From an optimization exercise on the open Yosys and OpenROAD flow, aimed at small area, a short achievable clock period and few clock cycles; shortcuts taken in it are not production practice.
Only simulation tests tie the RTL to the original design; equivalence was not proved.
Power figures rest on the tool's default switching activity, not on a simulated workload.

Design nrle, start of the top module:
module nrle (
    input             clk,
    input             rst,
    input             reg_we,
    input      [4:0]  reg_addr,
    input      [31:0] reg_wdata,
    output reg [31:0] reg_rdata,
    output            busy,
    output            done,
    output reg        src_re,
    output     [15:0] src_addr,
    input      [7:0]  src_rdata,
    output reg        dst_we,
    output     [15:0] dst_addr,
    output reg [7:0]  dst_wdata
);
    localparam R_CTRL = 5'd0, R_STATUS = 5'd1, R_CELL = 5'd2, R_SRCB = 5'd3,
               R_SRCL = 5'd4, R_DSTB = 5'd5, R_OUTC = 5'd6, R_NIBC = 5'd7,
               R_ERRP = 5'd8, R_LUTI = 5'd9, R_LUTO = 5'd10;
    localparam E_ITC = 4'd1, E_PLM = 4'd2, E_DIM = 4'd4, E_ILL = 4'd5;
    localparam P_IDLE = 3'd0, P_FIN = 3'd1, P_E1 = 3'd2, P_E2 = 3'd3,
               P_EF   = 3'd4, P_EP  = 3'd5, P_DEC = 3'd6;
    reg [2:0]  op;
    reg        map;
    reg        st_done, st_err;
    reg [3:0]  err_code;
    reg [15:0] cell_count, src_base, src_len, dst_base;
    reg [3:0]  lut_in, lut_out;
    reg [15:0] o;             
    reg [16:0] k;             
    reg [2:0]  phase;
  ...
Settings: LEC_CHECK=0, CAP_MARGIN=20, CORE_MARGIN=2, CORE_UTILIZATION=60, CTS_BUF_LIST=sky130_fd_sc_hd__clkbuf_8, SETUP_SLACK_MARGIN=4.6, SLEW_MARGIN=20, SYNTH_HIERARCHICAL=1; clock period 10.0 ns.
standard.sh (not shown) runs the stock make flow with config.mk's settings and CLKGATE_MAP_FILE= SYNTH_SCRIPT=/design/flow/synth_recipe.tcl, a recipe that flattens the netlist after the stock synthesis.
==> flow/flow/run.sh <==
#!/bin/bash
# The standard layout (standard.sh: standard synthesis, then ORFS to finish), with one
# change: the port buffers that buffer_ports inserts are buf_2 cells instead of the delay
# buffers it picks by default. Every port still gets its buffer. make's full output goes to
# flow_make.log in this folder; ORFS keeps each step's log under orfs/logs.
set -o pipefail
bash standard.sh BUFFER_PORTS_ARGS="-buffer_cell sky130_fd_sc_hd__buf_2" finish > flow_make.log 2>&1
Testbench counts at the start, summed over its fixed seeds: cycles 190,696.
Next try:
--- a/flow/design.v
+++ b/flow/design.v
@@ -88,17 +88,20 @@
             for (i = 0; i < 17; i = i + 1) begin
                 rinc[i] = x[i] ^ c;
                 c = c & x[i];
             end
         end
     endfunction
     wire res_ok = !st_busy && !st_err;
     wire [9:0] sel;
-    nrle_rdec u_rdec (.addr(reg_addr), .ok(res_ok), .err(st_err), .sel(sel));
+    wire [3:0] adr_lo;
+    wire [2:0] adr_hi;
+    nrle_pdec u_pdec (.addr(reg_addr), .lo(adr_lo), .hi(adr_hi));
+    nrle_rsel u_rsel (.lo(adr_lo), .hi(adr_hi), .ok(res_ok), .err(st_err), .sel(sel));
     wire [31:0] rdata;
     wire [15:0] st_bits = {8'd0, err_code, 1'b0, st_err, st_done, st_busy};
     wire [15:0] ct_bits = {11'd0, map, op, 1'b0};
     genvar gi;
     generate
         for (gi = 0; gi < 4; gi = gi + 1) begin : g_lo
             nrle_ror10 u_or (.s(sel), .d({lut_out[gi], lut_in[gi], k[gi], o[gi], dst_base[gi],
                              src_len[gi], src_base[gi], cell_count[gi], st_bits[gi], ct_bits[gi]}),
@@ -420,32 +423,46 @@
     assign c[4]  = g0[4]  | (p0[4]  & c[3]);
     assign c[6]  = g0[6]  | (p0[6]  & c[5]);
     assign c[8]  = g0[8]  | (p0[8]  & c[7]);
     assign c[10] = g0[10] | (p0[10] & c[9]);
     assign c[12] = g0[12] | (p0[12] & c[11]);
     assign c[14] = g0[14] | (p0[14] & c[13]);
     assign s = {c[15], p0 ^ {c[14:0], 1'b0}};
 endmodule
-module nrle_rdec (
+module nrle_pdec (
     input  [4:0] addr,
+    output [3:0] lo,
+    output [2:0] hi
+);
+    assign lo[0] = (addr[1:0] == 2'd0);
+    assign lo[1] = (addr[1:0] == 2'd1);
+    assign lo[2] = (addr[1:0] == 2'd2);
+    assign lo[3] = (addr[1:0] == 2'd3);
+    assign hi[0] = (addr[4:2] == 3'd0);
+    assign hi[1] = (addr[4:2] == 3'd1);
+    assign hi[2] = (addr[4:2] == 3'd2);
+endmodule
+module nrle_rsel (
+    input  [3:0] lo,
+    input  [2:0] hi,
     input        ok,      
     input        err,     
     output [9:0] sel
 );
-    assign sel[0] = (addr == 5'd0);
-    assign sel[1] = (addr == 5'd1);
-    assign sel[2] = (addr == 5'd2);
-    assign sel[3] = (addr == 5'd3);
-    assign sel[4] = (addr == 5'd4);
-    assign sel[5] = (addr == 5'd5);
-    assign sel[6] = (addr == 5'd6) && ok;
-    assign sel[7] = ((addr == 5'd7) && ok) || ((addr == 5'd8) && err);
-    assign sel[8] = (addr == 5'd9);
-    assign sel[9] = (addr == 5'd10);
+    assign sel[0] = hi[0] && lo[0];                                   
+    assign sel[1] = hi[0] && lo[1];                                   
+    assign sel[2] = hi[0] && lo[2];                                   
+    assign sel[3] = hi[0] && lo[3];                                   
+    assign sel[4] = hi[1] && lo[0];                                   
+    assign sel[5] = hi[1] && lo[1];                                   
+    assign sel[6] = hi[1] && lo[2] && ok;                             
+    assign sel[7] = (hi[1] && lo[3] && ok) || (hi[2] && lo[0] && err);  
+    assign sel[8] = hi[2] && lo[1];                                   
+    assign sel[9] = hi[2] && lo[2];                                   
 endmodule
 module nrle_ror10 (input [9:0] s, input [9:0] d, output y);
     assign y = |(s & d);
 endmodule
 module nrle_ror8 (input [7:0] s, input [7:0] d, output y);
     assign y = |(s & d);
 endmodule
 module nrle_ror6 (input [5:0] s, input [5:0] d, output y);
The changed run produced a clean layout; critical path depth went up by 2; area after synthesis barely changes; hold slack barely changes; combinational power went down by about 3%; maximum frequency went up by 0.37%; wire length went down by about 0.9%; final cell count went down by about 1.4%; core utilization went down by 1.2 points; sequential power stays flat; clock skew barely changes.
Testbench counts after the change, summed over its fixed seeds: cycles 190,696.

## afterwards: timing with drivers on the ports
The results above use ideal ports. As a check the final layouts listed here were re-extracted and re-timed, cells and wires unchanged. Step 1 assumes that a clkbuf_16 drives the clock port and a buf_2 every other input. Step 2 adds t to the input delays and takes it off the output delays; t is the mean of the earliest and latest rising clock arrival at the registers after step 1. Input paths then give back, and output paths get back, about the clock's delay inside the block. Three values: ideal ports, drivers, drivers and shift; two values: the first two.
run	t, ns	setup slack, ns	slew at the worst register clock pin (ns)
the first run	0.512	4.586 / 4.497 / 4.497	0.11 / 0.11
the second run	0.510	4.606 / 4.574 / 4.574	0.11 / 0.11
After both steps setup and hold are still met in every run listed. The setup slack of the first run, which loses most, moves by -0.089 ns with the drivers and by -0.089 ns with both steps.
